This design comes from an exercise in tuning for small area, a short achievable clock period and few clock cycles per item on the open sky130 flow, not from production work.
Function was checked by simulation only, so behaviour that the tests miss may differ from the original.
No activity file was given, so power comes from the tool's default toggle rates.

**flow/config.mk**
```make
export PLATFORM = sky130hd
export DESIGN_NAME = quik_frame_parser
export DESIGN_NICKNAME = quik_frame_parser
export VERILOG_FILES = /design/flow/design.v
export SDC_FILE = /design/flow/constraint.sdc
export NUM_CORES = 4
export LEC_CHECK = 0
export CAP_MARGIN = 20
export CORE_MARGIN = 2
export CORE_UTILIZATION = 40
export SLEW_MARGIN = 20
```
**flow/constraint.sdc**
```tcl
create_clock -name core_clock -period 10.0 [get_ports {clk}]
set_input_delay 2.0000 -clock core_clock [delete_from_list [all_inputs] [get_ports {clk}]]
set_output_delay 2.0000 -clock core_clock [all_outputs]
set_load 0.01 [all_outputs]
```
**flow/design.v**
```verilog
module quik_frame_parser (
    input  wire         clk,
    input  wire         rst_n,
    input  wire         start_valid,
    output wire         start_ready,
    input  wire [15:0]  start_len,
    input  wire         in_valid,
    output wire         in_ready,
    input  wire [7:0]   in_data,
    output wire         out_valid,
    input  wire         out_ready,
    output wire [2:0]   out_res,
    output wire [4:0]   out_kind,
    output wire [61:0]  out_type,
    output wire [61:0]  out_f0,
    output wire [61:0]  out_f1,
    output wire [61:0]  out_f2,
    output wire [61:0]  out_f3,
    output wire [61:0]  out_f4,
    output wire [61:0]  out_f5,
    output wire [61:0]  out_f6,
    output wire         out_fin,
    output wire         out_off_p,
    output wire         out_len_p,
    output wire         out_ecn_p,
    output wire         out_ft_p,
    output wire [15:0]  out_data_start,
    output wire [15:0]  out_data_len,
    output wire [4:0]   out_cid_len,
    output wire [159:0] out_cid,
    output wire [127:0] out_srt,
    output wire [63:0]  out_pdata,
    output wire [2:0]   out_err_kind,
    output wire [7:0]   out_err_sub,
    output wire [15:0]  out_err_pos
);
    localparam [2:0] RES_FRAME = 3'd1, RES_END = 3'd2, RES_ERROR = 3'd3, RES_RANGE = 3'd4;
    localparam [3:0] S_IDLE  = 4'd0,    
                     S_TYPE  = 4'd1,    
                     S_VAR   = 4'd2,    
                     S_CHECK = 4'd3,    
                     S_SKIP  = 4'd4,    
                     S_CIDL  = 4'd5,    
                     S_CID   = 4'd6,    
                     S_FIXED = 4'd7,    
                     S_ERRW  = 4'd8,    
                     S_DRAIN = 4'd9,    
                     S_EMITF = 4'd10;   
    localparam [3:0] F_0 = 4'd0, F_1 = 4'd1, F_2 = 4'd2, F_3 = 4'd3, F_4 = 4'd4,
                     F_5 = 4'd5, F_6 = 4'd6, F_GAP = 4'd7, F_RLEN = 4'd8;
    localparam [2:0] E_VEOF = 3'd0, E_CLEOF = 3'd1, E_CTL = 3'd2, E_CEOF = 3'd3,
                     E_FEOF = 3'd4, E_DEOF = 3'd5, E_UNK = 3'd6;
    reg [3:0]   st;
    reg [3:0]   fld;
    reg         vfirst;       
    reg [2:0]   lane;         
    reg [15:0]  rem;          
    reg         rem_z;        
    reg [15:0]  pos;          
    reg [4:0]   T;            
    reg         thi;          
    reg [3:0]   errd;         
    reg [2:0]   ecode;
    reg         dz;           
    reg         vz;           
    reg [4:0]   fcnt;         
    reg [4:0]   cidlen;
    reg [14:0]  rleft;        
    reg         pend;         
    reg [1:0]   pcls;         
    reg [61:0]  R0, R1, R2, R3, R4, R5, R6;
    reg [7:0]   E;
    reg         ov;
    reg [2:0]   o_res;
    reg [4:0]   o_T, o_kind;
    reg         o_fin, o_offp, o_lenp, o_ecnp, o_ftp;
    reg         g_f0, g_f1, g_f2, g_f3, g_ecn, g_data, g_cid, g_pd, g_rng, g_err;
    reg         o_all;        
    function [4:0] kind_of;
        input [4:0] t;
        begin
            case (t)
                5'h00: kind_of = 5'd1;
                5'h01: kind_of = 5'd2;
                5'h02, 5'h03: kind_of = 5'd3;
                5'h04: kind_of = 5'd4;
                5'h05: kind_of = 5'd5;
                5'h06: kind_of = 5'd6;
                5'h07: kind_of = 5'd7;
                5'h08, 5'h09, 5'h0a, 5'h0b, 5'h0c, 5'h0d, 5'h0e, 5'h0f: kind_of = 5'd8;
                5'h10: kind_of = 5'd9;
                5'h11: kind_of = 5'd10;
                5'h12, 5'h13: kind_of = 5'd11;
                5'h14: kind_of = 5'd12;
                5'h15: kind_of = 5'd13;
                5'h16, 5'h17: kind_of = 5'd14;
                5'h18: kind_of = 5'd15;
                5'h19: kind_of = 5'd16;
                5'h1a: kind_of = 5'd17;
                5'h1b: kind_of = 5'd18;
                5'h1c, 5'h1d: kind_of = 5'd19;
                5'h1e: kind_of = 5'd20;
                default: kind_of = 5'd0;
            endcase
        end
    endfunction
    wire t_ack    = (T[4:1] == 4'b0001);
    wire t_stream = (T[4:3] == 2'b01);
    wire t_crypto = (T == 5'h06);
    wire t_ntok   = (T == 5'h07);
    wire t_cc     = (T[4:1] == 4'b1110);
    wire t_ncid   = (T == 5'h18);
    wire t_path   = (T[4:1] == 4'b1101);
    wire [7:0]  b   = in_data;
    wire [1:0]  c   = b[7:6];
    wire        lt2  = (rem[15:1] == 15'd0);
    wire        lt4  = (rem[15:2] == 14'd0);
    wire        lt8  = (rem[15:3] == 13'd0);
    wire        lt16 = (rem[15:4] == 12'd0);
    wire        vshort = (c == 2'd1 & lt2) | (c == 2'd2 & lt4) | (c == 2'd3 & lt8);
    wire [2:0]  nm2  = (c == 2'd1) ? 3'd0 : (c == 2'd2) ? 3'd2 : 3'd6;    
    wire [3:0]  nbytes = (c == 2'd1) ? 4'd2 : (c == 2'd2) ? 4'd4 : 4'd8;
    wire        bz  = (b == 8'd0);
    wire        bz6 = (b[5:0] == 6'd0);
    wire [2:0] tgt = (fld == F_GAP) ? 3'd5 : (fld == F_RLEN) ? 3'd6 : fld[2:0];
    wire blocked = ov & ((o_all & (st != S_TYPE) & (st != S_IDLE) & (st != S_DRAIN) &
                                  (st != S_ERRW) & (st != S_EMITF)) |
                         (g_rng & (st == S_VAR) & ((tgt == 3'd5) | (tgt == 3'd6))));
    wire hold = pend | blocked;
    wire        to_end  = t_stream & ~T[1];
    wire [61:0] d_off   = t_crypto ? R0 : (t_stream & T[2]) ? R1 : 62'd0;
    wire [61:0] d_len   = t_crypto ? R1 : t_ntok ? R0 : R2;
    wire        offhi   = |d_off[61:16];
    wire        lenhi   = |d_len[61:16];
    wire [16:0] dsum    = {1'b0, d_off[15:0]} + {1'b0, d_len[15:0]};
    wire        d_bad   = offhi | (to_end ? (d_off[15:0] > rem)
                                          : (lenhi | (dsum > {1'b0, rem})));
    wire [15:0] d_cnt   = to_end ? rem : dsum[15:0];
    wire [15:0] addend  = (st == S_CHECK) ? d_off[15:0] : (16'd0 - {12'd0, errd});
    wire [15:0] comp_lo = pos + addend;                           
    wire [15:0] comp_hi = to_end ? (rem - d_off[15:0]) : d_len[15:0];    
    wire [15:0] endpos  = R3[15:0] + R3[31:16];
    wire [15:0] pos1    = pos + 16'd1;
    wire chk_take = to_end | ~dz;
    assign in_ready = ~rem_z & ~hold &
                      ((st == S_TYPE) | (st == S_VAR) | (st == S_SKIP) | (st == S_CIDL) |
                       (st == S_CID) | (st == S_FIXED) | (st == S_DRAIN) |
                       ((st == S_CHECK) & chk_take));
    assign start_ready = ~pend & ((st == S_IDLE) |
                                  (((st == S_TYPE) & vfirst) | (st == S_DRAIN)) & rem_z);
    wire take  = in_valid & in_ready;
    wire start = start_valid & start_ready;
    wire slot_free = ~ov | out_ready;
    reg [3:0]  n_st, n_fld;
    reg        n_vfirst;
    reg [2:0]  n_lane;
    reg [4:0]  n_T;
    reg        n_thi, n_dz, n_vz;
    reg [3:0]  n_errd;
    reg [2:0]  n_ecode;
    reg [4:0]  n_fcnt, n_cidlen;
    reg [14:0] n_rleft;
    reg        rec_frame, rec_range, rec_end;
    reg        wr_comp;
    reg        fdone, fzero;
    reg        err;
    task dispatch;
        input [4:0] t;
        begin
            n_T      = t;
            n_vfirst = 1'b1;
            n_dz     = 1'b1;
            case (t)
                5'h00, 5'h01, 5'h1e: begin rec_frame = 1'b1; n_st = S_TYPE; end
                5'h1a, 5'h1b:        begin n_fcnt = 5'd0; n_st = S_FIXED; end
                default:             begin n_fld = F_0; n_st = S_VAR; end
            endcase
        end
    endtask
    task error;
        input [2:0] code;
        input [3:0] d;
        begin
            err      = 1'b1;
            n_vfirst = 1'b1;
            n_ecode  = code;
            n_errd  = d;
            n_st    = S_ERRW;
        end
    endtask
    always @* begin
        n_st = st; n_fld = fld; n_vfirst = vfirst; n_lane = lane; n_T = T; n_thi = thi;
        n_dz = dz; n_vz = vz; n_errd = errd; n_ecode = ecode; n_fcnt = fcnt;
        n_cidlen = cidlen; n_rleft = rleft;
        rec_frame = 1'b0; rec_range = 1'b0; rec_end = 1'b0; wr_comp = 1'b0;
        fdone = 1'b0; fzero = 1'b0; err = 1'b0;
        if (!hold) begin
            case (st)
                S_IDLE: begin
                    if (start) n_st = S_TYPE;
                end
                S_TYPE: begin
                    if (rem_z) begin
                        rec_end = 1'b1;
                        n_st = start ? S_TYPE : S_IDLE;
                    end else if (take) begin
                        if (vfirst) begin
                            if (vshort)
                                error(E_VEOF, 4'd1);
                            else if (c == 2'd0) begin
                                if (b[5] | (b[4:0] == 5'h1f)) error(E_UNK, 4'd1);
                                else dispatch(b[4:0]);
                            end else begin
                                n_thi    = ~bz6;
                                n_lane   = nm2;
                                n_vfirst = 1'b0;
                                n_errd   = nbytes;
                            end
                        end else begin
                            if (lane == 3'd0) begin
                                if (thi | (b[7:5] != 3'd0) | (b[4:0] == 5'h1f)) error(E_UNK, errd);
                                else dispatch(b[4:0]);
                            end else begin
                                n_thi  = thi | ~bz;
                                n_lane = lane - 3'd1;
                            end
                        end
                    end
                end
                S_VAR: begin
                    if (vfirst & rem_z)
                        error(E_VEOF, 4'd0);
                    else if (take) begin
                        if (vfirst) begin
                            if (vshort)
                                error(E_VEOF, 4'd1);
                            else if (c == 2'd0) begin
                                fdone = 1'b1; fzero = bz6;
                            end else begin
                                n_lane   = nm2;
                                n_vfirst = 1'b0;
                                n_vz     = bz6;
                            end
                        end else begin
                            n_vz = vz & bz;
                            if (lane == 3'd0) begin
                                fdone = 1'b1; fzero = vz & bz;
                            end else
                                n_lane = lane - 3'd1;
                        end
                    end
                    if (fdone) begin
                        n_vfirst = 1'b1;
                        if ((t_crypto & (fld == F_0 | fld == F_1)) | (t_ntok & fld == F_0) |
                            (t_stream & (fld == F_1 | fld == F_2)) | (t_cc & fld == F_2))
                            n_dz = dz & fzero;
                        if (t_ack) begin
                            case (fld)
                                F_0: n_fld = F_1;
                                F_1: n_fld = F_2;
                                F_2: n_fld = F_3;
                                F_3: begin
                                    n_rleft = (|R2[61:15]) ? 15'h7fff : R2[14:0];
                                    if (R2 != 62'd0) n_fld = F_GAP;
                                    else if (T[0]) n_fld = F_4;
                                    else begin rec_frame = 1'b1; n_st = S_TYPE; end
                                end
                                F_GAP: n_fld = F_RLEN;
                                F_RLEN: begin
                                    rec_range = 1'b1;
                                    n_rleft = rleft - 15'd1;
                                    if (rleft != 15'd1) n_fld = F_GAP;
                                    else if (T[0]) n_fld = F_4;
                                    else n_st = S_EMITF;
                                end
                                F_4: n_fld = F_5;
                                F_5: n_fld = F_6;
                                default: begin rec_frame = 1'b1; n_st = S_TYPE; end
                            endcase
                        end else if (T == 5'h04) begin
                            if (fld == F_0) n_fld = F_1;
                            else if (fld == F_1) n_fld = F_2;
                            else begin rec_frame = 1'b1; n_st = S_TYPE; end
                        end else if (T == 5'h05 || T == 5'h11 || T == 5'h15) begin
                            if (fld == F_0) n_fld = F_1;
                            else begin rec_frame = 1'b1; n_st = S_TYPE; end
                        end else if (t_crypto) begin
                            if (fld == F_0) n_fld = F_1;
                            else n_st = S_CHECK;
                        end else if (t_ntok) begin
                            n_st = S_CHECK;
                        end else if (t_stream) begin
                            if (fld == F_0 & T[2]) n_fld = F_1;
                            else if ((fld == F_0 | fld == F_1) & T[1]) n_fld = F_2;
                            else n_st = S_CHECK;
                        end else if (t_ncid) begin
                            if (fld == F_0) n_fld = F_1;
                            else n_st = S_CIDL;
                        end else if (t_cc) begin
                            if (fld == F_0) n_fld = T[0] ? F_2 : F_1;
                            else if (fld == F_1) n_fld = F_2;
                            else n_st = S_CHECK;
                        end else begin
                            rec_frame = 1'b1; n_st = S_TYPE;
                        end
                    end
                end
                S_CHECK: begin
                    if (d_bad)
                        error(E_DEOF, {3'd0, take});
                    else begin
                        wr_comp = 1'b1;
                        if ((to_end ? rem_z : dz) | (take & (d_cnt == 16'd1))) begin
                            rec_frame = 1'b1; n_st = S_TYPE;
                        end else
                            n_st = S_SKIP;
                    end
                end
                S_SKIP: begin
                    if (take & (pos1 == endpos)) begin
                        rec_frame = 1'b1; n_st = S_TYPE;
                    end
                end
                S_CIDL: begin
                    if (rem_z)
                        error(E_CLEOF, 4'd0);
                    else if (take) begin
                        n_fcnt = 5'd0;
                        if (b > 8'd20)
                            error(E_CTL, 4'd1);
                        else if ({8'd0, b} >= rem)
                            error(E_CEOF, 4'd1);
                        else begin
                            n_cidlen = b[4:0];
                            n_st = (b[4:0] == 5'd0) ? S_FIXED : S_CID;
                        end
                    end
                end
                S_CID: begin
                    if (take) begin
                        if (fcnt + 5'd1 == cidlen) begin
                            n_fcnt = 5'd0; n_st = S_FIXED;
                        end else
                            n_fcnt = fcnt + 5'd1;
                    end
                end
                S_FIXED: begin
                    if (fcnt == 5'd0 & (t_ncid ? lt16 : lt8))
                        error(E_FEOF, {3'd0, take});
                    else if (take) begin
                        n_fcnt = fcnt + 5'd1;
                        if (fcnt == (t_ncid ? 5'd15 : 5'd7)) begin
                            rec_frame = 1'b1; n_st = S_TYPE;
                        end
                    end
                end
                S_ERRW: begin
                    if (!ov) begin
                        wr_comp = 1'b1;
                        n_st = S_DRAIN;
                    end
                end
                S_DRAIN: begin
                    if (rem_z) begin
                        rec_end = 1'b1;
                        n_st = start ? S_TYPE : S_IDLE;
                    end
                end
                S_EMITF: begin
                    rec_frame = 1'b1; n_st = S_TYPE;
                end
                default: n_st = S_IDLE;
            endcase
        end
    end
    wire        rec_any  = rec_frame | rec_range | rec_end;
    wire        err_ld   = (st == S_ERRW) & ~ov;
    wire        ld_now   = rec_any & slot_free;
    wire        ld_pend  = pend & slot_free;
    wire        ld       = ld_now | ld_pend;
    wire [1:0]  cls_now  = rec_range ? 2'd1 : rec_end ? 2'd2 : 2'd0;
    wire [1:0]  ld_cls   = pend ? pcls : cls_now;
    wire [4:0]  tsrc     = ((st == S_TYPE) & ~pend) ? b[4:0] : T;
    wire s_str = (tsrc[4:3] == 2'b01);
    wire s_ack = (tsrc[4:1] == 4'b0001);
    wire        vf_mode = (st == S_VAR) & vfirst;
    wire        zmode   = (st == S_CIDL);
    wire [7:0]  bus [0:6];
    wire [5:0]  bus7 = zmode ? 6'd0 : (vf_mode & (c != 2'd3)) ? 6'd0 : b[5:0];
    wire [2:0]  nm1 = (c == 2'd0) ? 3'd0 : (c == 2'd1) ? 3'd1 : (c == 2'd2) ? 3'd3 : 3'd7;
    genvar gl;
    generate
        for (gl = 0; gl < 7; gl = gl + 1) begin : g_bus
            assign bus[gl] = zmode ? 8'd0 :
                             vf_mode ? ((nm1 == gl) ? {2'b00, b[5:0]} : 8'd0) : b;
        end
    endgenerate
    wire        wr_ok = ~hold;
    wire [7:0]  var_en [0:6];
    genvar gr;
    generate
        for (gr = 0; gr < 7; gr = gr + 1) begin : g_ven
            for (gl = 0; gl < 8; gl = gl + 1) begin : g_vl
                assign var_en[gr][gl] = wr_ok & (st == S_VAR) & (tgt == gr) &
                                        (vfirst | (lane == gl));
            end
        end
    endgenerate
    wire [19:0] cid_en;
    wire [15:0] srt_en;
    generate
        for (gl = 0; gl < 20; gl = gl + 1) begin : g_cen
            assign cid_en[gl] = wr_ok & ((st == S_CIDL) |
                                         (((st == S_CID) | ((st == S_FIXED) & t_path)) & (fcnt == gl)));
        end
        for (gl = 0; gl < 16; gl = gl + 1) begin : g_sen
            assign srt_en[gl] = wr_ok & (st == S_FIXED) & t_ncid & (fcnt == gl);
        end
    endgenerate
    wire [7:0] en0 = var_en[0];
    wire [7:0] en1 = var_en[1];
    wire [7:0] en2 = var_en[2] | {1'b0, cid_en[6:0]};
    wire [7:0] en3 = var_en[3] | {1'b0, cid_en[13:7]};
    wire [7:0] en4 = var_en[4] | {1'b0, srt_en[0], cid_en[19:14]};
    wire [7:0] en5 = var_en[5] | {1'b0, srt_en[7:1]};
    wire [7:0] en6 = var_en[6] | {1'b0, srt_en[14:8]};
    wire       enE = srt_en[15];
    wire       comp_en = wr_ok & wr_comp;
    wire [61:0] busw = {bus7, bus[6], bus[5], bus[4], bus[3], bus[2], bus[1], bus[0]};
    integer k;
    always @(posedge clk) begin
        for (k = 0; k < 7; k = k + 1) begin
            if (en0[k]) R0[8*k +: 8] <= busw[8*k +: 8];
            if (en1[k]) R1[8*k +: 8] <= busw[8*k +: 8];
            if (en2[k]) R2[8*k +: 8] <= busw[8*k +: 8];
            if (en3[k]) R3[8*k +: 8] <= busw[8*k +: 8];
            if (en4[k]) R4[8*k +: 8] <= busw[8*k +: 8];
            if (en5[k]) R5[8*k +: 8] <= busw[8*k +: 8];
            if (en6[k]) R6[8*k +: 8] <= busw[8*k +: 8];
        end
        if (en0[7]) R0[61:56] <= bus7;
        if (en1[7]) R1[61:56] <= bus7;
        if (en2[7]) R2[61:56] <= bus7;
        if (en3[7]) R3[61:56] <= bus7;
        if (en4[7]) R4[61:56] <= bus7;
        if (en5[7]) R5[61:56] <= bus7;
        if (en6[7]) R6[61:56] <= bus7;
        if (enE) E <= b;
        if (comp_en) R3[31:0] <= {comp_hi, comp_lo};
    end
    always @(posedge clk) begin
        if (!rst_n) begin
            st     <= S_IDLE;
            vfirst <= 1'b1;
            rem    <= 16'd0;
            rem_z  <= 1'b1;
            pos    <= 16'd0;
            pend   <= 1'b0;
            ov     <= 1'b0;
        end else begin
            st <= n_st; fld <= n_fld; vfirst <= n_vfirst; lane <= n_lane; T <= n_T;
            thi <= n_thi; dz <= n_dz; vz <= n_vz; errd <= n_errd; ecode <= n_ecode;
            fcnt <= n_fcnt; cidlen <= n_cidlen; rleft <= n_rleft;
            if (start) begin
                rem   <= start_len;
                rem_z <= (start_len == 16'd0);
                pos   <= 16'd0;
            end else if (take) begin
                rem   <= rem - 16'd1;
                rem_z <= (rem == 16'd1);
                pos   <= pos1;
            end
            if (ld_pend)
                pend <= 1'b0;
            else if (rec_any & ~slot_free) begin
                pend <= 1'b1;
                pcls <= cls_now;
            end
            if (ld | err_ld)
                ov <= 1'b1;
            else if (out_ready)
                ov <= 1'b0;
            if (err_ld) begin
                o_res <= RES_ERROR; o_T <= 5'd0; o_kind <= 5'd0;
                o_fin <= 1'b0; o_offp <= 1'b0; o_lenp <= 1'b0; o_ecnp <= 1'b0; o_ftp <= 1'b0;
                g_f0 <= 1'b0; g_f1 <= 1'b0; g_f2 <= 1'b0; g_f3 <= 1'b0; g_ecn <= 1'b0;
                g_data <= 1'b0; g_cid <= 1'b0; g_pd <= 1'b0; g_rng <= 1'b0; g_err <= 1'b1;
                o_all <= 1'b0;
            end else if (ld) begin
                g_err <= 1'b0;
                case (ld_cls)
                    2'd0: begin    
                        o_res  <= RES_FRAME;
                        o_T    <= tsrc;
                        o_kind <= kind_of(tsrc);
                        o_fin  <= s_str & tsrc[0];
                        o_lenp <= s_str & tsrc[1];
                        o_offp <= s_str & tsrc[2];
                        o_ecnp <= (tsrc == 5'h03);
                        o_ftp  <= (tsrc == 5'h1c);
                        g_f0   <= ~(tsrc == 5'h00 | tsrc == 5'h01 | tsrc == 5'h1a |
                                    tsrc == 5'h1b | tsrc == 5'h1e);
                        g_f1   <= s_ack | tsrc == 5'h04 | tsrc == 5'h05 | tsrc == 5'h06 |
                                  (s_str & tsrc[2]) | tsrc == 5'h11 | tsrc == 5'h15 |
                                  tsrc == 5'h18 | tsrc == 5'h1c;
                        g_f2   <= s_ack | tsrc == 5'h04 | (s_str & tsrc[1]) |
                                  tsrc == 5'h1c | tsrc == 5'h1d;
                        g_f3   <= s_ack;
                        g_ecn  <= (tsrc == 5'h03);
                        g_data <= tsrc == 5'h06 | tsrc == 5'h07 | s_str |
                                  tsrc == 5'h1c | tsrc == 5'h1d;
                        g_cid  <= (tsrc == 5'h18);
                        g_pd   <= (tsrc[4:1] == 4'b1101);
                        g_rng  <= 1'b0;
                        o_all  <= ~(tsrc == 5'h00 | tsrc == 5'h01 | tsrc == 5'h1e);
                    end
                    2'd1: begin    
                        o_res  <= RES_RANGE;
                        o_T    <= T;
                        o_kind <= 5'd3;
                        o_fin <= 1'b0; o_offp <= 1'b0; o_lenp <= 1'b0; o_ecnp <= 1'b0; o_ftp <= 1'b0;
                        g_f0 <= 1'b0; g_f1 <= 1'b0; g_f2 <= 1'b0; g_f3 <= 1'b0; g_ecn <= 1'b0;
                        g_data <= 1'b0; g_cid <= 1'b0; g_pd <= 1'b0; g_rng <= 1'b1;
                        o_all  <= 1'b0;
                    end
                    default: begin    
                        o_res  <= RES_END;
                        o_T    <= 5'd0;
                        o_kind <= 5'd0;
                        o_fin <= 1'b0; o_offp <= 1'b0; o_lenp <= 1'b0; o_ecnp <= 1'b0; o_ftp <= 1'b0;
                        g_f0 <= 1'b0; g_f1 <= 1'b0; g_f2 <= 1'b0; g_f3 <= 1'b0; g_ecn <= 1'b0;
                        g_data <= 1'b0; g_cid <= 1'b0; g_pd <= 1'b0; g_rng <= 1'b0;
                        o_all  <= 1'b0;
                    end
                endcase
            end
        end
    end
    wire [159:0] cid_w = {R2[7:0], R2[15:8], R2[23:16], R2[31:24], R2[39:32], R2[47:40], R2[55:48],
                          R3[7:0], R3[15:8], R3[23:16], R3[31:24], R3[39:32], R3[47:40], R3[55:48],
                          R4[7:0], R4[15:8], R4[23:16], R4[31:24], R4[39:32], R4[47:40]};
    wire [127:0] srt_w = {R4[55:48],
                          R5[7:0], R5[15:8], R5[23:16], R5[31:24], R5[39:32], R5[47:40], R5[55:48],
                          R6[7:0], R6[15:8], R6[23:16], R6[31:24], R6[39:32], R6[47:40], R6[55:48],
                          E};
    reg [2:0] ek;
    reg [7:0] es;
    always @* begin
        case (ecode)
            E_VEOF:  begin ek = 3'd1; es = 8'h01; end
            E_CLEOF: begin ek = 3'd1; es = 8'h02; end
            E_CTL:   begin ek = 3'd1; es = 8'h03; end
            E_CEOF:  begin ek = 3'd1; es = 8'h04; end
            E_FEOF:  begin ek = 3'd1; es = 8'h0B; end
            E_DEOF:  begin ek = 3'd1; es = 8'h0C; end
            default: begin ek = 3'd2; es = 8'h01; end
        endcase
    end
    assign out_valid      = ov;
    assign out_res        = o_res;
    assign out_kind       = o_kind;
    assign out_type       = {57'd0, o_T};
    assign out_f0         = ({62{g_f0}} & R0) | ({62{g_rng}} & R5);
    assign out_f1         = ({62{g_f1}} & R1) | ({62{g_rng}} & R6);
    assign out_f2         = {62{g_f2}} & R2;
    assign out_f3         = {62{g_f3}} & R3;
    assign out_f4         = {62{g_ecn}} & R4;
    assign out_f5         = {62{g_ecn}} & R5;
    assign out_f6         = {62{g_ecn}} & R6;
    assign out_fin        = o_fin;
    assign out_off_p      = o_offp;
    assign out_len_p      = o_lenp;
    assign out_ecn_p      = o_ecnp;
    assign out_ft_p       = o_ftp;
    assign out_data_start = {16{g_data}} & R3[15:0];
    assign out_data_len   = {16{g_data}} & R3[31:16];
    assign out_cid_len    = {5{g_cid}} & cidlen;
    assign out_cid        = {160{g_cid}} & cid_w;
    assign out_srt        = {128{g_cid}} & srt_w;
    assign out_pdata      = {64{g_pd}} & cid_w[159:96];
    assign out_err_kind   = {3{g_err}} & ek;
    assign out_err_sub    = {8{g_err}} & es;
    assign out_err_pos    = {16{g_err}} & R3[15:0];
endmodule
```
**flow/run.sh**
```bash
#!/bin/bash
# synth_recipe.tcl (not shown) runs the flow's synth.tcl, then flattens the netlist and writes it again
# the make line also repeats each setting of config.mk as NAME=value (left out here)
make -C /OpenROAD-flow-scripts/flow DESIGN_CONFIG=/design/flow/config.mk WORK_HOME=/design/flow/orfs CLKGATE_MAP_FILE= SYNTH_SCRIPT=/design/flow/synth_recipe.tcl finish
```
==> impl_metrics.ini, run 1 <==
[outcome]
status = complete, no violations

[cells_and_area]
design.final.nets = 4320
final_cell_mix = sky130_fd_sc_hd__clkdlybuf4s50_1 (894), sky130_fd_sc_hd__and2_1 (737), sky130_fd_sc_hd__edfxtp_1 (518)
syn_to_final_growth_pct = 35.7
final_layout_size_suffix_gt1_share_pct = 5.21
stdcell_area_sq_um = 46000
fin_cells = 5364
layout.cells.most_common = sky130_fd_sc_hd__clkdlybuf4s50_1
fin_util_pct = 54.9

[floorplanning]
io-pin-count = 957
core.rowCount = 106
floorplan.core_area_sq_um = 83800
fp.dieArea_sq_um = 87200
chipWidth_microns = 295
initial_utilization_pct = 40.5
die_height_microns = 295

[logic_synthesis]
syn_area_sq_um = 33900
synth.ff_latch_count = 558
netlist.area_leader.share_pct = 45.8
synthArstFlopShare_pct = 0
postSynth.topFlopCell = sky130_fd_sc_hd__edfxtp_1
synth_top_cells_by_area = sky130_fd_sc_hd__edfxtp_1 (46%), sky130_fd_sc_hd__and2_1 (14%), sky130_fd_sc_hd__ha_1 (4.3%)
netlist-cell-type-count = 95
synth_largest_area_cell = sky130_fd_sc_hd__edfxtp_1
synth.yosys.seq_area_share_pct = 48.2
mapped_avg_cell_area_sq_um = 10.1
yosysWarnings = 1
synth_edf_count = 518
netlist_instances = 3352

[power_and_ir_drop]
seqPwrFrac_pct = 35.7
netSwitchingFraction_pct = 35.7
peakVddDrop_uv = 163
pwr-share-comb_pct = 35.0
internal-power_mw = 5.48
power_frac_clock_pct = 29.3
net-switching-power_mw = 3.05
power.static_leakage_nw = 16.7
power.density_cell_area_nw_per_um2 = 185
totalPowerFinal_mw = 8.54

[global_routing]
grt_start_max_net_pins = 210
grtUsageTotal_pct = 41.0
globalRouteOverflowTotal = 0
grt_pass1_wl_microns = 246000
grt_pass1_vias = 28645
antenna_found_initial = 8

[place]
post-place-ws_ns = 2.41
finalWeightedCongestion = 1.01
dp_hpwl_microns = 146000
placed_cells = 5242
placedInstanceArea_sq_um = 43800
io_buffer_count = 894

[sta]
worst_clock_skew_ns = 0.0581
final-max-slew-violation-count = 0
finalHoldViolations = 0
fin_setup_tns_ns = 0
fin_crit_ns = 7.50
tightest_slew_ns = 1.22
setup_viol_count_final = 0
layout_setup_ws_ns = 2.50
slew_headroom_pct = 18.3
timing.hold.ws_ns = 0.576
timing.fmax_ghz = 0.133
finalCritPeriodShare_pct = 75.0
unrepaired_setup_endpoints_after_global_routing = no

[routing]
detail_route.vias_per_cell = 5.90
detail_route.wirelength_microns = 185000
drc = 0
drt_first_pass_iters = 8
vias = 31630
postRouteAntennaNets = 0
drt-wirelength-per-cell_microns = 34.5
drt_iter0_markers = 4175

[setup_path]
worst_path_largest_cell_delay_ns = 0.77
timing.critical_path.required_ns = 10.22
timing.critical_path.cells = buf_4 -> nor2b_1 -> and2_1 -> a22oi_1 -> inv_1 -> ha_1 -> a211oi_1 -> o211ai_2 -> a211oi_1 -> nor3_1 -> o21a_1 -> nor2_1 -> xnor2_1 -> ha_1 -> and3_1 -> o21ai_0 -> o21ai_0 -> o211ai_1 -> and2_1 -> a32oi_1 -> a21oi_4 -> inv_1 -> o221ai_1
crit_slowest_cell = sky130_fd_sc_hd__and2_1
arrival_ns = 7.72
top_fanout_value_on_the_critical_path = 24
worstSetupPathType = flip-flop to flip-flop
timing.critical_path.to_type = flip-flop
crit_path_start_kind = flip-flop

[hold_path]
holdCritPathClass = flip-flop to flip-flop

[clock_tree]
buffers_inserted_during_post_cts_setup_optimization = 0
cts_max_path_buffers = 3
clock_tree.htree_level_count = 2
numClockSinks = 558
cts_root_buffer = sky130_fd_sc_hd__clkbuf_16
post_cts_hold_buffer_count = 0
tritoncts.num_buffers = 60
tritoncts = yes
cts_repair_resize_count = 0
worst_setup_hold_path_clk_slew_ns = 0.06
clock_latency_ns = 0.68

[flow_run]
number_of_max_cap_violations = 0
## flip-flops by register name (all words and copies together) (netlist names), 5 cells and up
register  cells
R5           62
R4           62
R0           62
pos          16
R3           62
rem          16
R1           62
E             8
cidlen        5
fcnt          5
T             5
o_kind        5
R6           62
o_T           5
R2           62
rleft        15
## worst paths after layout
| path | from | endpoint | slack (ns) | depth (start not counted) |
|---|---|---|---|---|
| max | T[3] | R3[4] | 2.50 | 23 |
| min | pos[15] | pos[15] | 0.58 | 2 |
| max reg2reg | T[3] | R3[4] | 2.50 | 23 |
| min reg2reg | pos[15] | pos[15] | 0.58 | 2 |
## layout make-up
type                       instances  area (sq um)
clock buffer                      72          1560
clock inverter                    41           619
inverter                          80           300
fill                            7615         37800
multi-input combinational       2515         16300
tap                             1134          1420
timing repair buffer             956          9430
antenna                            8          20.0
sequential                       558         16400
## logic make-up (layout without fill, tap and decap cells)
group / after synthesis / after routing / synth area share (%)
compound gates: 675 / 675 / 13.8
fa+ha+maj: 120 / 120 / 4.51
mux: 39 / 39 / 1.19
buf+inv: 340 / 1149 / 4.49
other cells: 1 / 70 / 0.0111
xor+xnor: 111 / 111 / 2.91
simple gates: 1508 / 1508 / 24.9
flops: 558 / 558 / 48.2
## synth_stat cells, types with 10 or more instances
library cell / instances
sky130_fd_sc_hd__a31oi_1: 27
sky130_fd_sc_hd__mux2i_1: 27
sky130_fd_sc_hd__nand4_1: 27
sky130_fd_sc_hd__nand3_1: 35
sky130_fd_sc_hd__a22oi_1: 21
sky130_fd_sc_hd__nor3b_1: 10
sky130_fd_sc_hd__buf_1: 15
sky130_fd_sc_hd__o211ai_1: 14
sky130_fd_sc_hd__and3_1: 27
sky130_fd_sc_hd__edfxtp_1: 518
sky130_fd_sc_hd__dfxtp_1: 40
sky130_fd_sc_hd__xnor2_1: 74
sky130_fd_sc_hd__a21o_1: 25
sky130_fd_sc_hd__nor4_1: 53
sky130_fd_sc_hd__o31ai_1: 14
sky130_fd_sc_hd__inv_1: 80
sky130_fd_sc_hd__a211oi_1: 17
sky130_fd_sc_hd__clkbuf_1: 174
sky130_fd_sc_hd__nor2b_1: 25
sky130_fd_sc_hd__nand2b_1: 24
sky130_fd_sc_hd__o21a_1: 13
sky130_fd_sc_hd__ha_1: 116
sky130_fd_sc_hd__nor2_1: 261
sky130_fd_sc_hd__a21oi_1: 169
sky130_fd_sc_hd__o22ai_1: 39
sky130_fd_sc_hd__buf_4: 63
sky130_fd_sc_hd__and2_1: 737
sky130_fd_sc_hd__nand2_1: 153
sky130_fd_sc_hd__a22o_1: 128
sky130_fd_sc_hd__xor2_1: 36
sky130_fd_sc_hd__or3_1: 15
sky130_fd_sc_hd__mux2_2: 12
sky130_fd_sc_hd__nor3_1: 91
sky130_fd_sc_hd__o21ai_0: 97
## critical path: cells and delay by family (launching register included)
| kind | cells | cell delay (ns) |
|---|---|---|
| flops | 1 | 0.32 |
| simple gates | 6 | 1.83 |
| compound gates | 11 | 3.33 |
| buf+inv | 3 | 0.90 |
| fa+ha+maj | 2 | 0.54 |
| xor+xnor | 1 | 0.10 |
## routing by layer
metal	global-route usage [%]	share of wire (%)
met1	54.2	40
met2	60.9	43
met3	16.2	13
met4	14.1	3.9
met5	0	0
## power groups by stage
stage                     clock [mW]  combinational, mW  sequential [mW]
after floorplan                    0               1.57             2.89
after global placement             0               2.93             3.09
after detailed placement           0               2.92             3.08
after CTS                       2.49               2.94             3.04
after global routing            2.59               3.15             3.05
final                           2.50               2.99             3.05
Testbench counts, summed over its fixed seeds: cycles 163,598, bytes 160,634.
==> run 2, diff against run 1 <==
--- a/flow/design.v
+++ b/flow/design.v
@@ -68,13 +68,16 @@
     reg [14:0]  rleft;        
     reg         pend;         
     reg [1:0]   pcls;         
-    reg [61:0]  R0, R1, R2, R3, R4, R5, R6;
-    reg [7:0]   E;
+    reg [61:0]  R0n, R1n, R2n, R3n, R4n, R5n, R6n;
+    reg [7:0]   En;
+    wire [61:0] R0 = ~R0n, R1 = ~R1n, R2 = ~R2n, R3 = ~R3n, R4 = ~R4n, R5 = ~R5n, R6 = ~R6n;
+    wire [7:0]  E = ~En;
     reg         ov;
     reg [2:0]   o_res;
     reg [4:0]   o_T, o_kind;
     reg         o_fin, o_offp, o_lenp, o_ecnp, o_ftp;
-    reg         g_f0, g_f1, g_f2, g_f3, g_ecn, g_data, g_cid, g_pd, g_rng, g_err;
+    reg         gn_f0, gn_f1, gn_f2, gn_f3, gn_ecn, gn_data, gn_cid, gn_pd, gn_rng, gn_err;   
+    wire        g_rng = ~gn_rng, g_cid = ~gn_cid, g_err = ~gn_err;
     reg         o_all;        
     function [4:0] kind_of;
         input [4:0] t;
@@ -430,23 +433,23 @@
     integer k;
     always @(posedge clk) begin
         for (k = 0; k < 7; k = k + 1) begin
-            if (en0[k]) R0[8*k +: 8] <= busw[8*k +: 8];
-            if (en1[k]) R1[8*k +: 8] <= busw[8*k +: 8];
-            if (en2[k]) R2[8*k +: 8] <= busw[8*k +: 8];
-            if (en3[k]) R3[8*k +: 8] <= busw[8*k +: 8];
-            if (en4[k]) R4[8*k +: 8] <= busw[8*k +: 8];
-            if (en5[k]) R5[8*k +: 8] <= busw[8*k +: 8];
-            if (en6[k]) R6[8*k +: 8] <= busw[8*k +: 8];
+            if (en0[k]) R0n[8*k +: 8] <= ~busw[8*k +: 8];
+            if (en1[k]) R1n[8*k +: 8] <= ~busw[8*k +: 8];
+            if (en2[k]) R2n[8*k +: 8] <= ~busw[8*k +: 8];
+            if (en3[k]) R3n[8*k +: 8] <= ~busw[8*k +: 8];
+            if (en4[k]) R4n[8*k +: 8] <= ~busw[8*k +: 8];
+            if (en5[k]) R5n[8*k +: 8] <= ~busw[8*k +: 8];
+            if (en6[k]) R6n[8*k +: 8] <= ~busw[8*k +: 8];
         end
-        if (en0[7]) R0[61:56] <= bus7;
-        if (en1[7]) R1[61:56] <= bus7;
-        if (en2[7]) R2[61:56] <= bus7;
-        if (en3[7]) R3[61:56] <= bus7;
-        if (en4[7]) R4[61:56] <= bus7;
-        if (en5[7]) R5[61:56] <= bus7;
-        if (en6[7]) R6[61:56] <= bus7;
-        if (enE) E <= b;
-        if (comp_en) R3[31:0] <= {comp_hi, comp_lo};
+        if (en0[7]) R0n[61:56] <= ~bus7;
+        if (en1[7]) R1n[61:56] <= ~bus7;
+        if (en2[7]) R2n[61:56] <= ~bus7;
+        if (en3[7]) R3n[61:56] <= ~bus7;
+        if (en4[7]) R4n[61:56] <= ~bus7;
+        if (en5[7]) R5n[61:56] <= ~bus7;
+        if (en6[7]) R6n[61:56] <= ~bus7;
+        if (enE) En <= ~b;
+        if (comp_en) R3n[31:0] <= ~{comp_hi, comp_lo};
     end
     always @(posedge clk) begin
         if (!rst_n) begin
@@ -483,11 +486,11 @@
             if (err_ld) begin
                 o_res <= RES_ERROR; o_T <= 5'd0; o_kind <= 5'd0;
                 o_fin <= 1'b0; o_offp <= 1'b0; o_lenp <= 1'b0; o_ecnp <= 1'b0; o_ftp <= 1'b0;
-                g_f0 <= 1'b0; g_f1 <= 1'b0; g_f2 <= 1'b0; g_f3 <= 1'b0; g_ecn <= 1'b0;
-                g_data <= 1'b0; g_cid <= 1'b0; g_pd <= 1'b0; g_rng <= 1'b0; g_err <= 1'b1;
+                gn_f0 <= ~(1'b0); gn_f1 <= ~(1'b0); gn_f2 <= ~(1'b0); gn_f3 <= ~(1'b0); gn_ecn <= ~(1'b0);
+                gn_data <= ~(1'b0); gn_cid <= ~(1'b0); gn_pd <= ~(1'b0); gn_rng <= ~(1'b0); gn_err <= ~(1'b1);
                 o_all <= 1'b0;
             end else if (ld) begin
-                g_err <= 1'b0;
+                gn_err <= ~(1'b0);
                 case (ld_cls)
                     2'd0: begin    
                         o_res  <= RES_FRAME;
@@ -498,20 +501,20 @@
                         o_offp <= s_str & tsrc[2];
                         o_ecnp <= (tsrc == 5'h03);
                         o_ftp  <= (tsrc == 5'h1c);
-                        g_f0   <= ~(tsrc == 5'h00 | tsrc == 5'h01 | tsrc == 5'h1a |
-                                    tsrc == 5'h1b | tsrc == 5'h1e);
-                        g_f1   <= s_ack | tsrc == 5'h04 | tsrc == 5'h05 | tsrc == 5'h06 |
+                        gn_f0 <= ~(~(tsrc == 5'h00 | tsrc == 5'h01 | tsrc == 5'h1a |
+                                    tsrc == 5'h1b | tsrc == 5'h1e));
+                        gn_f1 <= ~(s_ack | tsrc == 5'h04 | tsrc == 5'h05 | tsrc == 5'h06 |
                                   (s_str & tsrc[2]) | tsrc == 5'h11 | tsrc == 5'h15 |
-                                  tsrc == 5'h18 | tsrc == 5'h1c;
-                        g_f2   <= s_ack | tsrc == 5'h04 | (s_str & tsrc[1]) |
-                                  tsrc == 5'h1c | tsrc == 5'h1d;
-                        g_f3   <= s_ack;
-                        g_ecn  <= (tsrc == 5'h03);
-                        g_data <= tsrc == 5'h06 | tsrc == 5'h07 | s_str |
-                                  tsrc == 5'h1c | tsrc == 5'h1d;
-                        g_cid  <= (tsrc == 5'h18);
-                        g_pd   <= (tsrc[4:1] == 4'b1101);
-                        g_rng  <= 1'b0;
+                                  tsrc == 5'h18 | tsrc == 5'h1c);
+                        gn_f2 <= ~(s_ack | tsrc == 5'h04 | (s_str & tsrc[1]) |
+                                  tsrc == 5'h1c | tsrc == 5'h1d);
+                        gn_f3 <= ~(s_ack);
+                        gn_ecn <= ~((tsrc == 5'h03));
+                        gn_data <= ~(tsrc == 5'h06 | tsrc == 5'h07 | s_str |
+                                  tsrc == 5'h1c | tsrc == 5'h1d);
+                        gn_cid <= ~((tsrc == 5'h18));
+                        gn_pd <= ~((tsrc[4:1] == 4'b1101));
+                        gn_rng <= ~(1'b0);
                         o_all  <= ~(tsrc == 5'h00 | tsrc == 5'h01 | tsrc == 5'h1e);
                     end
                     2'd1: begin    
@@ -519,8 +522,8 @@
                         o_T    <= T;
                         o_kind <= 5'd3;
                         o_fin <= 1'b0; o_offp <= 1'b0; o_lenp <= 1'b0; o_ecnp <= 1'b0; o_ftp <= 1'b0;
-                        g_f0 <= 1'b0; g_f1 <= 1'b0; g_f2 <= 1'b0; g_f3 <= 1'b0; g_ecn <= 1'b0;
-                        g_data <= 1'b0; g_cid <= 1'b0; g_pd <= 1'b0; g_rng <= 1'b1;
+                        gn_f0 <= ~(1'b0); gn_f1 <= ~(1'b0); gn_f2 <= ~(1'b0); gn_f3 <= ~(1'b0); gn_ecn <= ~(1'b0);
+                        gn_data <= ~(1'b0); gn_cid <= ~(1'b0); gn_pd <= ~(1'b0); gn_rng <= ~(1'b1);
                         o_all  <= 1'b0;
                     end
                     default: begin    
@@ -528,8 +531,8 @@
                         o_T    <= 5'd0;
                         o_kind <= 5'd0;
                         o_fin <= 1'b0; o_offp <= 1'b0; o_lenp <= 1'b0; o_ecnp <= 1'b0; o_ftp <= 1'b0;
-                        g_f0 <= 1'b0; g_f1 <= 1'b0; g_f2 <= 1'b0; g_f3 <= 1'b0; g_ecn <= 1'b0;
-                        g_data <= 1'b0; g_cid <= 1'b0; g_pd <= 1'b0; g_rng <= 1'b0;
+                        gn_f0 <= ~(1'b0); gn_f1 <= ~(1'b0); gn_f2 <= ~(1'b0); gn_f3 <= ~(1'b0); gn_ecn <= ~(1'b0);
+                        gn_data <= ~(1'b0); gn_cid <= ~(1'b0); gn_pd <= ~(1'b0); gn_rng <= ~(1'b0);
                         o_all  <= 1'b0;
                     end
                 endcase
@@ -556,29 +559,31 @@
             default: begin ek = 3'd2; es = 8'h01; end
         endcase
     end
+    wire [159:0] cid_wn = ~cid_w;
+    wire [127:0] srt_wn = ~srt_w;
     assign out_valid      = ov;
     assign out_res        = o_res;
     assign out_kind       = o_kind;
     assign out_type       = {57'd0, o_T};
-    assign out_f0         = ({62{g_f0}} & R0) | ({62{g_rng}} & R5);
-    assign out_f1         = ({62{g_f1}} & R1) | ({62{g_rng}} & R6);
-    assign out_f2         = {62{g_f2}} & R2;
-    assign out_f3         = {62{g_f3}} & R3;
-    assign out_f4         = {62{g_ecn}} & R4;
-    assign out_f5         = {62{g_ecn}} & R5;
-    assign out_f6         = {62{g_ecn}} & R6;
+    assign out_f0         = ~(({62{gn_f0}} | R0n) & ({62{gn_rng}} | R5n));
+    assign out_f1         = ~(({62{gn_f1}} | R1n) & ({62{gn_rng}} | R6n));
+    assign out_f2         = ~({62{gn_f2}} | R2n);
+    assign out_f3         = ~({62{gn_f3}} | R3n);
+    assign out_f4         = ~({62{gn_ecn}} | R4n);
+    assign out_f5         = ~({62{gn_ecn}} | R5n);
+    assign out_f6         = ~({62{gn_ecn}} | R6n);
     assign out_fin        = o_fin;
     assign out_off_p      = o_offp;
     assign out_len_p      = o_lenp;
     assign out_ecn_p      = o_ecnp;
     assign out_ft_p       = o_ftp;
-    assign out_data_start = {16{g_data}} & R3[15:0];
-    assign out_data_len   = {16{g_data}} & R3[31:16];
+    assign out_data_start = ~({16{gn_data}} | R3n[15:0]);
+    assign out_data_len   = ~({16{gn_data}} | R3n[31:16]);
     assign out_cid_len    = {5{g_cid}} & cidlen;
-    assign out_cid        = {160{g_cid}} & cid_w;
-    assign out_srt        = {128{g_cid}} & srt_w;
-    assign out_pdata      = {64{g_pd}} & cid_w[159:96];
+    assign out_cid        = ~({160{gn_cid}} | cid_wn);
+    assign out_srt        = ~({128{gn_cid}} | srt_wn);
+    assign out_pdata      = ~({64{gn_pd}} | cid_wn[159:96]);
     assign out_err_kind   = {3{g_err}} & ek;
     assign out_err_sub    = {8{g_err}} & es;
-    assign out_err_pos    = {16{g_err}} & R3[15:0];
+    assign out_err_pos    = ~({16{gn_err}} | R3n[15:0]);
 endmodule
==> impl_metrics.ini, run 2 <==
[outcome]
status = complete, no violations

[global_routing]
grt_start_max_net_pins = 115
grt_pass1_vias = 28841
globalRouteOverflowTotal = 0
grt_pass1_wl_microns = 247000
grtUsageTotal_pct = 43.4
antenna_found_initial = 7

[power_and_ir_drop]
netSwitchingFraction_pct = 28.8
totalPowerFinal_mw = 5.90
net-switching-power_mw = 1.70
seqPwrFrac_pct = 45.1
power.static_leakage_nw = 15.6
peakVddDrop_uv = 145
power_frac_clock_pct = 38.2
power.density_cell_area_nw_per_um2 = 135
internal-power_mw = 4.20
pwr-share-comb_pct = 16.8

[setup_path]
timing.critical_path.required_ns = 10.33
setup.worst_path.end = o_res[2]
worstSetupPathType = flip-flop to flip-flop
worst-r2r-cell-count = 24
timing.critical_path.to_type = flip-flop
crit_start = T[4]
r2r-end = o_res[2]
r2r_slack_ns = 2.66
top_fanout_value_on_the_critical_path = 29
worstReg2RegStart = T[4]
arrival_ns = 7.67
crit_path_start_kind = flip-flop

[routing]
drt_iter0_markers = 5457
drt-wirelength-per-cell_microns = 34.9
drt_first_pass_iters = 7
detail_route.wirelength_microns = 186000
postRouteAntennaNets = 0
detail_route.vias_per_cell = 6.19
vias = 32978
drc = 0

[sta]
finalHoldViolations = 0
final-max-slew-violation-count = 0
slew_headroom_pct = 13.9
fin_setup_tns_ns = 0
unrepaired_setup_endpoints_after_global_routing = no
timing.fmax_ghz = 0.136
tightest_slew_ns = 1.28
setup_viol_count_final = 0
layout_setup_ws_ns = 2.66
worst_clock_skew_ns = 0.0600
finalCritPeriodShare_pct = 73.4
fin_crit_ns = 7.34

[cells_and_area]
multi_input_comb_area_sq_um = 14200
fill_cells = 7266
stdcell_area_sq_um = 43800
sequential_cell_area_sq_um = 16400
layout.cells.most_common = sky130_fd_sc_hd__nor2_1
final_cell_mix = sky130_fd_sc_hd__nor2_1 (920), sky130_fd_sc_hd__clkdlybuf4s50_1 (894), sky130_fd_sc_hd__edfxtp_1 (520)
design.final.nets = 4375
final_layout_size_suffix_gt1_share_pct = 4.85
fin_cells = 5327
syn_to_final_growth_pct = 37.0

[floorplanning]
fp.dieArea_sq_um = 82200
floorplan.core_area_sq_um = 79000
die_height_microns = 287
initial_utilization_pct = 40.5
chipWidth_microns = 287
io-pin-count = 957
core.rowCount = 103

[clock_tree]
cts_root_buffer = sky130_fd_sc_hd__clkbuf_16
buffers_inserted_during_post_cts_setup_optimization = 0
cts_repair_resize_count = 0
cts_max_path_buffers = 3
tritoncts = yes
clock_latency_ns = 0.68
tritoncts.num_buffers = 58
post_cts_hold_buffer_count = 0
numClockSinks = 560
worst_setup_hold_path_clk_slew_ns = 0.07
clock_tree.htree_level_count = 2

[place]
io_buffer_count = 894
dp_hpwl_microns = 147000
placedInstanceArea_sq_um = 41800
placed_cells = 5215
post-place-ws_ns = 2.85
finalWeightedCongestion = 1.01

[logic_synthesis]
synth_most_common_cell = sky130_fd_sc_hd__nor2_1
netlist.area_leader.share_pct = 48.9
yosysWarnings = 1
synth_largest_area_cell = sky130_fd_sc_hd__edfxtp_1
postSynth.topFlopCell = sky130_fd_sc_hd__edfxtp_1
synth_edf_count = 520
mapped_avg_cell_area_sq_um = 9.37
netlist_instances = 3410
synth.ff_latch_count = 560
ys_top_cells_by_count = sky130_fd_sc_hd__nor2_1 (920), sky130_fd_sc_hd__edfxtp_1 (520), sky130_fd_sc_hd__nand2_1 (196)
synth.yosys.seq_area_share_pct = 51.4
netlist-cell-type-count = 94
synthArstFlopShare_pct = 0
synth_top_cells_by_area = sky130_fd_sc_hd__edfxtp_1 (49%), sky130_fd_sc_hd__nor2_1 (11%), sky130_fd_sc_hd__ha_1 (4.5%)
syn_area_sq_um = 32000

[hold_path]
holdCritPathClass = flip-flop to flip-flop

[flow_run]
number_of_max_cap_violations = 0
-- run 2: cell types whose count changed after synthesis, moves of 35 or more --
cell,before,now
sky130_fd_sc_hd__a22o_1,128,2
sky130_fd_sc_hd__and2_1,737,13
sky130_fd_sc_hd__inv_1,80,115
sky130_fd_sc_hd__nand2_1,153,196
sky130_fd_sc_hd__nor2_1,261,920
sky130_fd_sc_hd__o22ai_1,39,178
-- run 2: final cells by class --
type / count / share of cell area [%]
Antenna cell: 6 / 0.0343
Multi-Input combinational cell: 2531 / 32.4
Timing Repair Buffer: 959 / 21.6
Sequential cell: 560 / 37.5
Inverter: 116 / 0.995
Clock inverter: 31 / 0.860
Clock buffer: 74 / 3.54
Tap cell: 1050 / 3.00
-- run 2: through the flow --
stage / hold WS, ns / utilization, %
after floorplan: 0.480 / -
after global placement: 0.519 / 52.9
after detailed placement: 0.527 / 52.9
after CTS: 0.536 / 55.3
after global routing: 0.573 / 55.4
final: 0.539 / 55.4
-- run 2: logic make-up after synthesis --
kind of cell               after synthesis  synth area share, %
other                                    1               0.0117
AOI/OAI and AO/OA                      703                 13.9
xor gates and xnor gates               110                 3.01
and+or+nand+nor                       1502                 20.6
DFF                                    560                 51.4
muxes                                   34                 1.09
adders and majority gates              120                 4.79
buffers and inverters                  380                 5.23
-- run 2: worst min path at each step --
stage,start,depth (start not counted),to
2_1_floorplan,rem[14],2,rem[14]
3_3_place_gp,rem[14],2,rem[14]
3_5_place_dp,rem[15],2,rem[15]
4_1_cts,rem[15],2,rem[15]
5_1_grt,rem[14],2,rem[14]
6_report,rem[15],2,rem[15]
-- run 2: power by group through the flow --
stage | registers (mW) | logic, mW | clock network (mW)
after global routing | 2.66 | 1.03 | 2.32
after global placement | 2.71 | 0.953 | 0
after floorplan | 2.67 | 0.524 | 0
after CTS | 2.66 | 0.957 | 2.23
after detailed placement | 2.71 | 0.952 | 0
final | 2.66 | 0.989 | 2.25
-- run 2: routing by layer --
layer  up-vias  wire length (microns)  part of all wire, %  GRT usage, %
li1      13778                      -                    -             -
met1     16337                  76300                   41          63.6
met2      2596                  73600                   40          58.3
met3       263                  31100                   17          18.7
met4         4                   5000                  2.7          10.0
met5         -                     33                0.018             0
-- run 2: worst max-delay path, stage by stage (launching register included) --
cell,delay (ns)
sky130_fd_sc_hd__edfxtp_1,0.86
sky130_fd_sc_hd__nor2b_1,0.26
sky130_fd_sc_hd__nand2_1,0.60
sky130_fd_sc_hd__o22ai_1,0.25
sky130_fd_sc_hd__ha_1,0.29
sky130_fd_sc_hd__fa_1,0.44
sky130_fd_sc_hd__a211oi_1,0.31
sky130_fd_sc_hd__o21bai_1,0.26
sky130_fd_sc_hd__a311oi_1,0.35
sky130_fd_sc_hd__o21ai_0,0.24
sky130_fd_sc_hd__nand2_1,0.13
sky130_fd_sc_hd__nand2_1,0.05
sky130_fd_sc_hd__a21oi_1,0.16
sky130_fd_sc_hd__xnor2_1,0.16
sky130_fd_sc_hd__ha_1,0.27
sky130_fd_sc_hd__a21o_1,0.16
sky130_fd_sc_hd__a21oi_1,0.16
sky130_fd_sc_hd__o311a_1,0.19
sky130_fd_sc_hd__o21a_1,0.12
sky130_fd_sc_hd__a22o_1,0.20
sky130_fd_sc_hd__nand3_4,0.21
sky130_fd_sc_hd__or3_1,0.50
sky130_fd_sc_hd__a31oi_2,0.29
sky130_fd_sc_hd__o31a_1,0.17
sky130_fd_sc_hd__buf_4,0.35
Testbench counts of run 2, summed over its fixed seeds: cycles 163,598, bytes 160,634.
==> run 3, diff against run 2 <==
==> flow/flow/run.sh (new file) <==
#!/bin/bash
# Standard ORFS layout, with the port buffers made of sky130_fd_sc_hd__buf_1
# instead of the buffer buffer_ports would pick by itself.
set -euo pipefail
export BUFFER_PORTS_ARGS="-buffer_cell sky130_fd_sc_hd__buf_1"
bash standard.sh synth > synth.log 2>&1
bash standard.sh > layout.log 2>&1
==> flow/standard.sh (new file) <==
#!/bin/bash
# synth_recipe.tcl (not shown) runs the flow's synth.tcl, then flattens the netlist and writes it again
# the make line also repeats each setting of config.mk as NAME=value (left out here)
make -C /OpenROAD-flow-scripts/flow DESIGN_CONFIG=/design/flow/config.mk WORK_HOME=/design/flow/orfs CLKGATE_MAP_FILE= SYNTH_SCRIPT=/design/flow/synth_recipe.tcl "${@:-finish}"
removed: flow/run.sh
==> impl_metrics.ini, run 3 <==
[global_routing]
grt_pass1_vias = 27615
grt_start_max_net_pins = 163
grtUsageTotal_pct = 41.6
antenna_found_initial = 7
grt_pass1_wl_microns = 235000
globalRouteOverflowTotal = 0

[routing]
detail_route.vias_per_cell = 6.14
drt_iter0_markers = 5630
postRouteAntennaNets = 0
drc = 0
drt_first_pass_iters = 6
vias = 32723
detail_route.wirelength_microns = 179000
drt-wirelength-per-cell_microns = 33.7

[logic_synthesis]
synthesized_area_fraction_occupied_by_xor_and_xnor_cells_pct = 3.01
netlist_instances = 3410
syn_area_sq_um = 32000
synth_compound_area_share_pct = 13.9
synth.ff_latch_count = 560
synth_top_cells_by_area = sky130_fd_sc_hd__edfxtp_1 (49%), sky130_fd_sc_hd__nor2_1 (11%), sky130_fd_sc_hd__ha_1 (4.5%)
synthArstFlopShare_pct = 0
synth.yosys.seq_area_share_pct = 51.4
netlist.area_leader.share_pct = 48.9
synth.area.mux_share_pct = 1.09
mapped_avg_cell_area_sq_um = 9.37
synthAdderAreaFrac_pct = 4.79
synth_most_common_cell = sky130_fd_sc_hd__nor2_1
synth_edf_count = 520
largest_family_of_logic_cells_by_synthesized_area = simple AND/OR/NAND/NOR gates
yosysWarnings = 1
postSynth.topFlopCell = sky130_fd_sc_hd__edfxtp_1
synth_largest_area_cell = sky130_fd_sc_hd__edfxtp_1
netlist-cell-type-count = 94
synth_simple_gate_area_share_pct = 20.6
ys_top_cells_by_count = sky130_fd_sc_hd__nor2_1 (920), sky130_fd_sc_hd__edfxtp_1 (520), sky130_fd_sc_hd__nand2_1 (196)

[clock_tree]
cts_repair_resize_count = 0
post_cts_hold_buffer_count = 0
clock_latency_ns = 0.65
cts_root_buffer = sky130_fd_sc_hd__clkbuf_16
worst_setup_hold_path_clk_slew_ns = 0.06
tritoncts = yes
numClockSinks = 560
buffers_inserted_during_post_cts_setup_optimization = 0
clock_tree.htree_level_count = 2
tritoncts.num_buffers = 59
cts_max_path_buffers = 3

[setup_path]
crit_path_start_kind = flip-flop
worst-r2r-cell-count = 25
worst_path_largest_cell_delay_ns = 0.75
worstReg2RegStart = T[2]
crit_slowest_cell = sky130_fd_sc_hd__edfxtp_1
cp_common_cell = sky130_fd_sc_hd__nand2_1
r2r-end = o_kind[1]
crit_start = T[2]
arrival_ns = 7.96
r2r_slack_ns = 2.35
timing.critical_path.required_ns = 10.31
setup.worst_path.end = o_kind[1]
top_fanout_value_on_the_critical_path = 35
worstSetupPathType = flip-flop to flip-flop
timing.critical_path.to_type = flip-flop

[floorplanning]
die_height_microns = 287
core.rowCount = 103
floorplan.core_area_sq_um = 79000
chipWidth_microns = 287
initial_utilization_pct = 40.5
io-pin-count = 957
fp.dieArea_sq_um = 82200

[sta]
worst_clock_skew_ns = 0.0254
finalHoldViolations = 0
tightest_slew_ns = 1.26
setup_viol_count_final = 0
final-max-slew-violation-count = 0
timing.fmax_ghz = 0.131
slew_headroom_pct = 15.2
fin_crit_ns = 7.65
fin_setup_tns_ns = 0
layout_setup_ws_ns = 2.35
finalCritPeriodShare_pct = 76.5
unrepaired_setup_endpoints_after_global_routing = no

[hold_path]
holdCritPathClass = flip-flop to flip-flop
hold_path_depth = 2

[power_and_ir_drop]
pwr-share-comb_pct = 15.0
power.density_cell_area_nw_per_um2 = 149
power.static_leakage_nw = 13.4
totalPowerFinal_mw = 5.67
internal-power_mw = 4.03
peakVddDrop_uv = 173
netSwitchingFraction_pct = 29.0
net-switching-power_mw = 1.64
seqPwrFrac_pct = 46.9
power_frac_clock_pct = 38.1

[cells_and_area]
syn_to_final_growth_pct = 19.1
layout.cells.most_common = sky130_fd_sc_hd__nor2_1
multi_input_comb_area_sq_um = 14200
sequential_cell_area_sq_um = 16400
design.final.nets = 4376
fill_cells = 7826
final_cell_mix = sky130_fd_sc_hd__nor2_1 (920), sky130_fd_sc_hd__buf_1 (894), sky130_fd_sc_hd__edfxtp_1 (520)
fin_util_pct = 48.2
final_layout_size_suffix_gt1_share_pct = 4.70

[place]
io_buffer_count = 894
dp_hpwl_microns = 142000
post-place-ws_ns = 2.60
finalWeightedCongestion = 1.01

[outcome]
status = complete, no violations

[flow_run]
number_of_max_cap_violations = 0
[run 3: kinds of logic after synthesis]
kind of cell / Yosys count
and+or+nand+nor: 1502
AOI/OAI and AO/OA: 703
DFF: 560
buffers and inverters: 380
adders and majority gates: 120
xor gates and xnor gates: 110
muxes: 34
other: 1
[run 3: critical path: cells and delay by family (launching register included)]
kind	cells	cell delay (ns)
AO/OA/AOI/OAI	13	3.00
AND/OR/NAND/NOR	6	1.81
adder cells (fa/ha/maj)	3	0.79
flip-flops	1	0.75
XOR/XNOR	1	0.18
buffers and inverters	2	0.70
[run 3: worst min path at each step]
stage	startpoint	endpoint
6_report	rem[14]	rem[14]
5_1_grt	rem[15]	rem[15]
4_1_cts	rem[15]	rem[15]
3_5_place_dp	rem[15]	rem[15]
3_3_place_gp	rem[15]	rem[15]
2_1_floorplan	rem[14]	rem[14]
[run 3: power by group through the flow]
stage                     combinational, mW  clock, mW  sequential, mW
after detailed placement              0.815          0            2.71
after CTS                             0.820       2.16            2.66
after global placement                0.814          0            2.71
after floorplan                       0.524          0            2.67
after global routing                  0.898       2.24            2.66
final                                 0.848       2.16            2.66
[run 3: final cells by class]
class                      count  area share (%)
antenna                        2          0.0131
clock buffer                  70            3.99
clock inverter                38           0.861
inverter                     116            1.14
multi-input combinational   2531            37.3
sequential                   560            43.1
tap                         1050            3.45
timing repair buffer         959            10.1
[run 3: per-layer routing]
| layer | track usage [%] | share of wire [%] | vias up |
|---|---|---|---|
| met4 | 9.76 | 2.8 | 4 |
| li1 | - | - | 13783 |
| met1 | 60.2 | 40 | 16163 |
| met5 | 0 | 0.019 | - |
| met2 | 55.0 | 39 | 2509 |
| met3 | 20.2 | 18 | 264 |
[run 3: per-stage QoR]
| step | hold slack (ns) | instance area, sq um | instances |
|---|---|---|---|
| 6_report | 0.541 | 38100 | 5326 |
| 5_1_grt | 0.549 | 38100 | 5324 |
| 4_1_cts | 0.537 | 38000 | 5324 |
| 3_5_place_dp | 0.527 | 36200 | 5216 |
| 3_3_place_gp | 0.519 | 36200 | 5215 |
| 2_1_floorplan | 0.480 | 32200 | 3471 |

## static timing again, ports no longer ideal
The results above use ideal ports. As a check the final layouts listed here were re-extracted and re-timed, cells and wires unchanged.
Step 1: set_driving_cell puts a clkbuf_16 on clk and a buf_2 on each other input, an assumption about the parent block.
Step 2 also shifts input and output timing later by t, the mid clock arrival at the registers, as if the neighbouring blocks saw the same clock.
a / b / c = ideal / step 1 / step 2; a / b = the first two.
| run | t, ns | setup WS [ns] | hold WS [ns] | worst slew at a driven data input, ns | cell pins on the clock port's net |
|---|---|---|---|---|---|
| run 1 | 0.731 | 2.503 / 2.503 / 2.503 | 0.576 / 0.576 / 0.576 | 0.06 | 1 |
| run 2 | 0.722 | 2.659 / 2.659 / 2.659 | 0.539 / 0.539 / 0.539 | 0.09 | 1 |
| run 3 | 0.708 | 2.348 / 2.348 / 2.348 | 0.541 / 0.541 / 0.541 | 0.06 | 1 |
After both steps setup and hold are still met in every run listed.
